This design comes from an exercise in tuning for small area on the open sky130 flow, not from production work.
Only simulation tests tie the RTL to the original design; equivalence was not proved.
Power is estimated from default activity; no workload was simulated.

==> run a <==
Design rccap, start of the top module:
module rccap (
  input  wire        clk,
  input  wire        rst,           
  input  wire        op_valid,
  input  wire [47:0] op,            
  output reg         res_valid,
  output reg  [31:0] res_a,
  output reg  [31:0] res_b,
  output reg         refused,
  output wire [31:0] act_steer,
  output wire [31:0] act_thr,
  output wire        mode_auto,
  output wire [2:0]  seq_phase,
  output wire        line_complete,
  output wire        ind_l,
  output wire        ind_r,
  output wire        bcn_r,
  output wire        bcn_b,
  output wire        bcn_3,
  output wire        srn_on,
  output wire [9:0]  srn_freq
);
clock: 100.0 ns
lec_check: 0
cap_margin: 20
core_margin: 2
core_utilization: 40
slew_margin: 20
run.sh (not shown) runs the stock make flow with config.mk's settings and CLKGATE_MAP_FILE= SYNTH_SCRIPT=/design/flow/synth_recipe.tcl, a recipe that flattens the netlist after the stock synthesis.
==> run b: changes against run a <==
--- a/flow/design.v
+++ b/flow/design.v
@@ -189,10 +189,13 @@
   reg [31:0] now;
   reg [31:0] start [0:4];           
   reg [4:0]  armed;
   reg [31:0] width [0:4];           
   reg [4:0]  wv;
+  reg        w0_lo, w0_hi;           
+  reg        w1_lo, w1_hi;           
+  reg        w2_gt, w3_gt, w4_gt;    
   reg        mode;
   reg [10:0] cmd_steer;
   reg [9:0]  cmd_thr;               
   reg        cmd_issue;
   reg [1:0]  cmd_ind;
@@ -271,17 +274,12 @@
   wire        dm_neg  = dm_take ? p_neg  : i_neg;
   wire [2:0]  dm_band = dm_take ? p_band : i_band;
   wire [10:0] dm_steer;
   wire [9:0]  dm_thr;
   rccap_devmap u_devmap (.neg(dm_neg), .band(dm_band), .steer(dm_steer), .throttle(dm_thr));
-  wire [31:0] w0 = wv[0] ? width[0] : NEUTRAL;
-  wire [31:0] w1 = wv[1] ? width[1] : NEUTRAL;
-  wire [31:0] w2 = wv[2] ? width[2] : NEUTRAL;
-  wire [31:0] w3 = wv[3] ? width[3] : NEUTRAL;
-  wire [31:0] w4 = wv[4] ? width[4] : NEUTRAL;
-  wire [9:0]  man_thr   = (w1 < 32'd1440) ? 10'd416 : (w1 > 32'd1560) ? 10'd536 : w1[9:0];
-  wire [10:0] man_steer = (w0 < 32'd1000) ? 11'd1000 : (w0 > 32'd2000) ? 11'd2000 : w0[10:0];
+  wire [9:0]  man_thr   = !wv[1] ? 10'd476  : w1_lo ? 10'd416  : w1_hi ? 10'd536  : width[1][9:0];
+  wire [10:0] man_steer = !wv[0] ? 11'd1500 : w0_lo ? 11'd1000 : w0_hi ? 11'd2000 : width[0][10:0];
   wire rev   = act1 < 10'd476;                  
   wire left  = !rev && act0 < 11'd1450;
   wire right = !rev && act0 > 11'd1550;
   wire o_ind = (opc == OP_IND) || (step && seq == 3'd4);
   wire o_bcn = (opc == OP_BCN) || (step && seq == 3'd5);
@@ -297,14 +295,28 @@
       ({32{o_ind && left  && tv[0]}} & t_l) |
       ({32{o_ind && !left && tv[1]}} & t_r) |
       ({32{o_bcn && tv[2]}} & t_b) |
       ({32{o_srn && tv[3]}} & t_s);
   wire [31:0] add_b = o_tick ? imm : ~sub_x;
-  wire [31:0] sum   = now + add_b + {31'd0, !o_tick};
+  wire [31:0] sum;
+  wire [32:0] cy;
+  assign cy[0] = !o_tick;
+  genvar gi;
+  generate for (gi = 0; gi < 32; gi = gi + 1) begin : g_add
+    assign sum[gi] = now[gi] ^ add_b[gi] ^ cy[gi];
+    assign cy[gi+1] = (now[gi]&add_b[gi])|(now[gi]&cy[gi])|(add_b[gi]&cy[gi]);
+  end endgenerate
   wire ge_blink  = sum >= 32'd200000;
   wire ge_beacon = sum >= 32'd300000;
   wire ge_siren  = sum >= 32'd5000;
+  wire s_hi0     = (sum[31:11] == 21'd0);
+  wire s_lt1000  = s_hi0 && sum[10:0] < 11'd1000;
+  wire s_gt2000  = !s_hi0 || sum[10:0] > 11'd2000;
+  wire s_lt1440  = s_hi0 && sum[10:0] < 11'd1440;
+  wire s_gt1560  = !s_hi0 || sum[10:0] > 11'd1560;
+  wire s_gt1500  = !s_hi0 || sum[10:0] > 11'd1500;
+  wire s_gt1600  = !s_hi0 || sum[10:0] > 11'd1600;
   reg        c_set, c_load_s, c_load_t, c_clr;
   reg [10:0] c_steer;
   reg [9:0]  c_thr;
   reg [1:0]  c_ind;
   always @* begin
@@ -331,21 +343,24 @@
   end
   integer n;
   always @(posedge clk) begin
     res_valid <= 1'b0;
     refused   <= 1'b0;
-    if (e_read)  rsel <= ch;
-    if (e_frame) rsel <= 3'd5;
-    if (e_take)  rsel <= {2'b11, complete};
+    rsel <= (opc == OP_READ) ? ch : (opc == OP_FRAME) ? 3'd5 : {2'b11, complete};
     for (n = 0; n < 5; n = n + 1) begin
       if (e_rise && ch == n) start[n] <= now;
       if (e_fall && ch == n && armed[n]) width[n] <= sum;
     end
+    if (e_fall && ch == 3'd0 && armed[0]) begin w0_lo <= s_lt1000; w0_hi <= s_gt2000; end
+    if (e_fall && ch == 3'd1 && armed[1]) begin w1_lo <= s_lt1440; w1_hi <= s_gt1560; end
+    if (e_fall && ch == 3'd2 && armed[2]) w2_gt <= s_gt1500;
+    if (e_fall && ch == 3'd3 && armed[3]) w3_gt <= s_gt1600;
+    if (e_fall && ch == 3'd4 && armed[4]) w4_gt <= s_gt1500;
     if (e_ind && !ind_inhibit && !rev && left && ge_blink)            t_l <= now;
     if (e_ind && !ind_inhibit && !rev && !left && right && ge_blink)  t_r <= now;
-    if (e_bcn && w3 > 32'd1600 && ge_beacon)                           t_b <= now;
-    if (e_srn && w4 > 32'd1500 && ge_siren)                            t_s <= now;
+    if (e_bcn && wv[3] && w3_gt && ge_beacon)                           t_b <= now;
+    if (e_srn && wv[4] && w4_gt && ge_siren)                            t_s <= now;
     if (do_rst) begin
       now <= 32'd0;
       wv          <= 5'd0;
       tv          <= 4'd0;
       armed       <= 5'd0;
@@ -377,11 +392,11 @@
       if (e_fall && armed[ch]) begin
         armed[ch] <= 1'b0;
         wv[ch]    <= 1'b1;
       end
       if (e_read || e_frame || e_take) res_valid <= 1'b1;
-      if (e_mode) mode <= (w2 > 32'd1500);
+      if (e_mode) mode <= wv[2] && w2_gt;
       if (c_set)    cmd_issue <= 1'b1;
       if (c_clr)    cmd_issue <= 1'b0;
       if (c_set || c_clr) cmd_ind <= c_ind;
       if (c_load_s) cmd_steer <= c_steer;
       if (c_load_t) cmd_thr   <= c_thr;
@@ -418,11 +433,11 @@
           ind_l_q <= 1'b0;
           ind_r_q <= 1'b0;
         end
       end
       if (e_bcn) begin
-        if (w3 > 32'd1600) begin
+        if (wv[3] && w3_gt) begin
           if (ge_beacon) begin
             bcn_phase <= !bcn_phase;
             tv[2]     <= 1'b1;
             bcn_r_q   <= bcn_phase;
             bcn_b_q   <= !bcn_phase;
@@ -434,11 +449,11 @@
           bcn_r_q <= 1'b0;
           bcn_b_q <= 1'b0;
         end
       end
       if (e_srn) begin
-        if (w4 > 32'd1500) begin
+        if (wv[4] && w4_gt) begin
           srn_on_q <= 1'b1;
           if (ge_siren) begin
             tv[3] <= 1'b1;
             if (!srn_dir) begin
               srn_f <= srn_f + 9'd5;
@@ -452,21 +467,25 @@
           srn_on_q <= 1'b0;
         end
       end
     end
   end
+  wire [4:0] rs_w;
+  genvar gr;
+  generate for (gr = 0; gr < 5; gr = gr + 1) begin : g_rs
+    assign rs_w[gr] = (rsel == gr);
+  end endgenerate
+  wire rs_neutral = |(rs_w & ~wv);
   always @* begin
-    case (rsel)
-      3'd0: res_a = w0;
-      3'd1: res_a = w1;
-      3'd2: res_a = w2;
-      3'd3: res_a = w3;
-      3'd4: res_a = w4;
-      3'd5: res_a = {21'd0, act0};
-      3'd6: res_a = 32'd0;
-      default: res_a = 32'd1;
-    endcase
+    res_a = ({32{rs_w[0] & wv[0]}} & width[0]) |
+            ({32{rs_w[1] & wv[1]}} & width[1]) |
+            ({32{rs_w[2] & wv[2]}} & width[2]) |
+            ({32{rs_w[3] & wv[3]}} & width[3]) |
+            ({32{rs_w[4] & wv[4]}} & width[4]) |
+            ({32{rs_neutral}} & NEUTRAL) |
+            ({32{rsel == 3'd5}} & {21'd0, act0}) |
+            {31'd0, rsel == 3'd7};
     res_b = (rsel == 3'd5) ? {21'd0, 1'b1, act1} : 32'd0;
   end
   assign act_steer     = {21'd0, act0};
   assign act_thr       = {21'd0, 1'b1, act1};
   assign mode_auto     = mode;
==> flow/flow/run.sh (new file) <==
#!/bin/bash
# Layout: the standard flow (standard.sh), with
#  - synthesis mapped by ABC with an area-oriented script (flow/my_synth.tcl),
#  - port buffers of the smallest buffer cell,
#  - clock tree of small clock buffers without dummy loads.
# Every tool's output goes to the ORFS logs under orfs/logs; make's own
# output goes to standard.log.
set -euo pipefail
HERE=$(pwd)
bash standard.sh finish \
  SYNTH_SCRIPT="$HERE/flow/my_synth.tcl" \
  BUFFER_PORTS_ARGS="-buffer_cell sky130_fd_sc_hd__buf_1" \
  CTS_ARGS="-sink_clustering_enable -repair_clock_nets -buf_list sky130_fd_sc_hd__clkbuf_4 -dont_use_dummy_load" \
  > standard.log 2>&1
==> flow/flow/abc_amap.script (new file) <==
strash; dch; amap; topo
==> flow/flow/my_synth.tcl (new file) <==
# The standard flow's synthesis script with one change: ABC maps the logic with an
# area-oriented script (amap).  Registers are untouched by ABC.
proc synth {args} { yosys synth -nofsm -noshare {*}$args }
set ::my_abc_script [file join [file dirname [file normalize [info script]]] abc_amap.script]
proc abc {args} {
  set i [lsearch $args -script]
  if {$i >= 0} { lset args [expr {$i + 1}] $::my_abc_script }
  yosys abc {*}$args
}
source $::env(SCRIPTS_DIR)/synth.tcl
# left out here: clear keep_hierarchy, flatten, clean up, hide names made inside functions, write 1_2_yosys.v
==> flow/standard.sh (new file) <==
#!/bin/bash
# synth_recipe.tcl (not shown) runs the flow's synth.tcl, then flattens the netlist and writes it again
# the make line also repeats each setting of config.mk as NAME=value (left out here)
make -C /OpenROAD-flow-scripts/flow DESIGN_CONFIG=/design/flow/config.mk WORK_HOME=/design/flow/orfs CLKGATE_MAP_FILE= SYNTH_SCRIPT=/design/flow/synth_recipe.tcl "${@:-finish}"
removed: flow/run.sh
==> run c: changes against run a <==
--- a/flow/design.v
+++ b/flow/design.v
@@ -189,10 +189,13 @@
   reg [31:0] now;
   reg [31:0] start [0:4];           
   reg [4:0]  armed;
   reg [31:0] width [0:4];           
   reg [4:0]  wv;
+  reg        w0_lo, w0_hi;           
+  reg        w1_lo, w1_hi;           
+  reg        w2_gt, w3_gt, w4_gt;    
   reg        mode;
   reg [10:0] cmd_steer;
   reg [9:0]  cmd_thr;               
   reg        cmd_issue;
   reg [1:0]  cmd_ind;
@@ -271,17 +274,12 @@
   wire        dm_neg  = dm_take ? p_neg  : i_neg;
   wire [2:0]  dm_band = dm_take ? p_band : i_band;
   wire [10:0] dm_steer;
   wire [9:0]  dm_thr;
   rccap_devmap u_devmap (.neg(dm_neg), .band(dm_band), .steer(dm_steer), .throttle(dm_thr));
-  wire [31:0] w0 = wv[0] ? width[0] : NEUTRAL;
-  wire [31:0] w1 = wv[1] ? width[1] : NEUTRAL;
-  wire [31:0] w2 = wv[2] ? width[2] : NEUTRAL;
-  wire [31:0] w3 = wv[3] ? width[3] : NEUTRAL;
-  wire [31:0] w4 = wv[4] ? width[4] : NEUTRAL;
-  wire [9:0]  man_thr   = (w1 < 32'd1440) ? 10'd416 : (w1 > 32'd1560) ? 10'd536 : w1[9:0];
-  wire [10:0] man_steer = (w0 < 32'd1000) ? 11'd1000 : (w0 > 32'd2000) ? 11'd2000 : w0[10:0];
+  wire [9:0]  man_thr   = !wv[1] ? 10'd476  : w1_lo ? 10'd416  : w1_hi ? 10'd536  : width[1][9:0];
+  wire [10:0] man_steer = !wv[0] ? 11'd1500 : w0_lo ? 11'd1000 : w0_hi ? 11'd2000 : width[0][10:0];
   wire rev   = act1 < 10'd476;                  
   wire left  = !rev && act0 < 11'd1450;
   wire right = !rev && act0 > 11'd1550;
   wire o_ind = (opc == OP_IND) || (step && seq == 3'd4);
   wire o_bcn = (opc == OP_BCN) || (step && seq == 3'd5);
@@ -297,14 +295,28 @@
       ({32{o_ind && left  && tv[0]}} & t_l) |
       ({32{o_ind && !left && tv[1]}} & t_r) |
       ({32{o_bcn && tv[2]}} & t_b) |
       ({32{o_srn && tv[3]}} & t_s);
   wire [31:0] add_b = o_tick ? imm : ~sub_x;
-  wire [31:0] sum   = now + add_b + {31'd0, !o_tick};
+  wire [31:0] sum;
+  wire [32:0] cy;
+  assign cy[0] = !o_tick;
+  genvar gi;
+  generate for (gi = 0; gi < 32; gi = gi + 1) begin : g_add
+    assign sum[gi] = now[gi] ^ add_b[gi] ^ cy[gi];
+    assign cy[gi+1] = (now[gi]&add_b[gi])|(now[gi]&cy[gi])|(add_b[gi]&cy[gi]);
+  end endgenerate
   wire ge_blink  = sum >= 32'd200000;
   wire ge_beacon = sum >= 32'd300000;
   wire ge_siren  = sum >= 32'd5000;
+  wire s_hi0     = (sum[31:11] == 21'd0);
+  wire s_lt1000  = s_hi0 && sum[10:0] < 11'd1000;
+  wire s_gt2000  = !s_hi0 || sum[10:0] > 11'd2000;
+  wire s_lt1440  = s_hi0 && sum[10:0] < 11'd1440;
+  wire s_gt1560  = !s_hi0 || sum[10:0] > 11'd1560;
+  wire s_gt1500  = !s_hi0 || sum[10:0] > 11'd1500;
+  wire s_gt1600  = !s_hi0 || sum[10:0] > 11'd1600;
   reg        c_set, c_load_s, c_load_t, c_clr;
   reg [10:0] c_steer;
   reg [9:0]  c_thr;
   reg [1:0]  c_ind;
   always @* begin
@@ -331,21 +343,24 @@
   end
   integer n;
   always @(posedge clk) begin
     res_valid <= 1'b0;
     refused   <= 1'b0;
-    if (e_read)  rsel <= ch;
-    if (e_frame) rsel <= 3'd5;
-    if (e_take)  rsel <= {2'b11, complete};
+    rsel <= (opc == OP_READ) ? ch : (opc == OP_FRAME) ? 3'd5 : {2'b11, complete};
     for (n = 0; n < 5; n = n + 1) begin
       if (e_rise && ch == n) start[n] <= now;
       if (e_fall && ch == n && armed[n]) width[n] <= sum;
     end
+    if (e_fall && ch == 3'd0 && armed[0]) begin w0_lo <= s_lt1000; w0_hi <= s_gt2000; end
+    if (e_fall && ch == 3'd1 && armed[1]) begin w1_lo <= s_lt1440; w1_hi <= s_gt1560; end
+    if (e_fall && ch == 3'd2 && armed[2]) w2_gt <= s_gt1500;
+    if (e_fall && ch == 3'd3 && armed[3]) w3_gt <= s_gt1600;
+    if (e_fall && ch == 3'd4 && armed[4]) w4_gt <= s_gt1500;
     if (e_ind && !ind_inhibit && !rev && left && ge_blink)            t_l <= now;
     if (e_ind && !ind_inhibit && !rev && !left && right && ge_blink)  t_r <= now;
-    if (e_bcn && w3 > 32'd1600 && ge_beacon)                           t_b <= now;
-    if (e_srn && w4 > 32'd1500 && ge_siren)                            t_s <= now;
+    if (e_bcn && wv[3] && w3_gt && ge_beacon)                           t_b <= now;
+    if (e_srn && wv[4] && w4_gt && ge_siren)                            t_s <= now;
     if (do_rst) begin
       now <= 32'd0;
       wv          <= 5'd0;
       tv          <= 4'd0;
       armed       <= 5'd0;
@@ -377,11 +392,11 @@
       if (e_fall && armed[ch]) begin
         armed[ch] <= 1'b0;
         wv[ch]    <= 1'b1;
       end
       if (e_read || e_frame || e_take) res_valid <= 1'b1;
-      if (e_mode) mode <= (w2 > 32'd1500);
+      if (e_mode) mode <= wv[2] && w2_gt;
       if (c_set)    cmd_issue <= 1'b1;
       if (c_clr)    cmd_issue <= 1'b0;
       if (c_set || c_clr) cmd_ind <= c_ind;
       if (c_load_s) cmd_steer <= c_steer;
       if (c_load_t) cmd_thr   <= c_thr;
@@ -418,11 +433,11 @@
           ind_l_q <= 1'b0;
           ind_r_q <= 1'b0;
         end
       end
       if (e_bcn) begin
-        if (w3 > 32'd1600) begin
+        if (wv[3] && w3_gt) begin
           if (ge_beacon) begin
             bcn_phase <= !bcn_phase;
             tv[2]     <= 1'b1;
             bcn_r_q   <= bcn_phase;
             bcn_b_q   <= !bcn_phase;
@@ -434,11 +449,11 @@
           bcn_r_q <= 1'b0;
           bcn_b_q <= 1'b0;
         end
       end
       if (e_srn) begin
-        if (w4 > 32'd1500) begin
+        if (wv[4] && w4_gt) begin
           srn_on_q <= 1'b1;
           if (ge_siren) begin
             tv[3] <= 1'b1;
             if (!srn_dir) begin
               srn_f <= srn_f + 9'd5;
@@ -452,21 +467,25 @@
           srn_on_q <= 1'b0;
         end
       end
     end
   end
+  wire [4:0] rs_w;
+  genvar gr;
+  generate for (gr = 0; gr < 5; gr = gr + 1) begin : g_rs
+    assign rs_w[gr] = (rsel == gr);
+  end endgenerate
+  wire rs_neutral = |(rs_w & ~wv);
   always @* begin
-    case (rsel)
-      3'd0: res_a = w0;
-      3'd1: res_a = w1;
-      3'd2: res_a = w2;
-      3'd3: res_a = w3;
-      3'd4: res_a = w4;
-      3'd5: res_a = {21'd0, act0};
-      3'd6: res_a = 32'd0;
-      default: res_a = 32'd1;
-    endcase
+    res_a = ({32{rs_w[0] & wv[0]}} & width[0]) |
+            ({32{rs_w[1] & wv[1]}} & width[1]) |
+            ({32{rs_w[2] & wv[2]}} & width[2]) |
+            ({32{rs_w[3] & wv[3]}} & width[3]) |
+            ({32{rs_w[4] & wv[4]}} & width[4]) |
+            ({32{rs_neutral}} & NEUTRAL) |
+            ({32{rsel == 3'd5}} & {21'd0, act0}) |
+            {31'd0, rsel == 3'd7};
     res_b = (rsel == 3'd5) ? {21'd0, 1'b1, act1} : 32'd0;
   end
   assign act_steer     = {21'd0, act0};
   assign act_thr       = {21'd0, 1'b1, act1};
   assign mode_auto     = mode;
--- a/flow/config.mk
+++ b/flow/config.mk
@@ -6,6 +6,7 @@
 export NUM_CORES = 4
 export LEC_CHECK = 0
 export CAP_MARGIN = 20
 export CORE_MARGIN = 2
 export CORE_UTILIZATION = 40
+export CTS_BUF_LIST = sky130_fd_sc_hd__clkbuf_4
 export SLEW_MARGIN = 20
==> summary.txt <==
item                                                                    run a           run b           run c
Ratio of routed vias to standard cells                                  5.931           5.806           5.841
Global routing met3 resource utilization                               3.464%          5.949%          5.219%
Internal Dissipation                                                 411.7 uW        334.4 uW        369.3 uW
Worst skew pair latency                                               0.64 ns         1.00 ns         1.00 ns
Largest net degree at the start of global routing                          74              63              68
Total routed wire length on the met1 layer                           35660 um        30090 um        33460 um
First-pass GRT wire length                                          127300 um       107300 um       115700 um
Run status                                                     finished clean  finished clean  finished clean
Initial drt markers                                                      2359            2007            2185
Post-synthesis share of cell area spent on xor and xnor gates          1.128%        0.06937%         0.3941%
Horizontal extent of the die                                         268.4 um        255.3 um        262.2 um
Proportion of cell area occupied by multi-input gates                  33.44%          28.28%          30.41%
Max VDD drop                                                         11.40 uV        10.30 uV        5.876 uV

-- re-timing with driven ports --
The flow's constraints put no driver on any port. The routed layouts listed below were extracted and timed again, unchanged, in two steps.
Step 1 sets driving cells, clkbuf_16 on the clock port and buf_2 on the other inputs (assumed; they add their load-dependent delay and slew).
Step 2 times the ports against the registers' clock, not the clock port: input delays grow and output delays shrink by t, the midpoint of the rising clock arrivals with the driver on.
a / b / c = no drivers / after step 1 / after step 2; a / b = the first two.
| run | t (ns) | slack for setup (ns) | worst setup path after step 2 | clock arrival spread, ns |
|---|---|---|---|---|
| run a | 0.694 | 72.748 / 72.789 / 72.095 | input to register | 0.031 / 0.031 |
| run b | 1.008 | 64.978 / 65.006 / 63.998 | input to register | 0.089 / 0.089 |
| run c | 1.031 | 65.271 / 65.304 / 64.272 | input to register | 0.063 / 0.063 |
After both steps every run listed still meets setup and hold. For run c, which loses most, drivers alone change the setup slack by +0.033 ns; drivers and shift together by -0.999 ns.
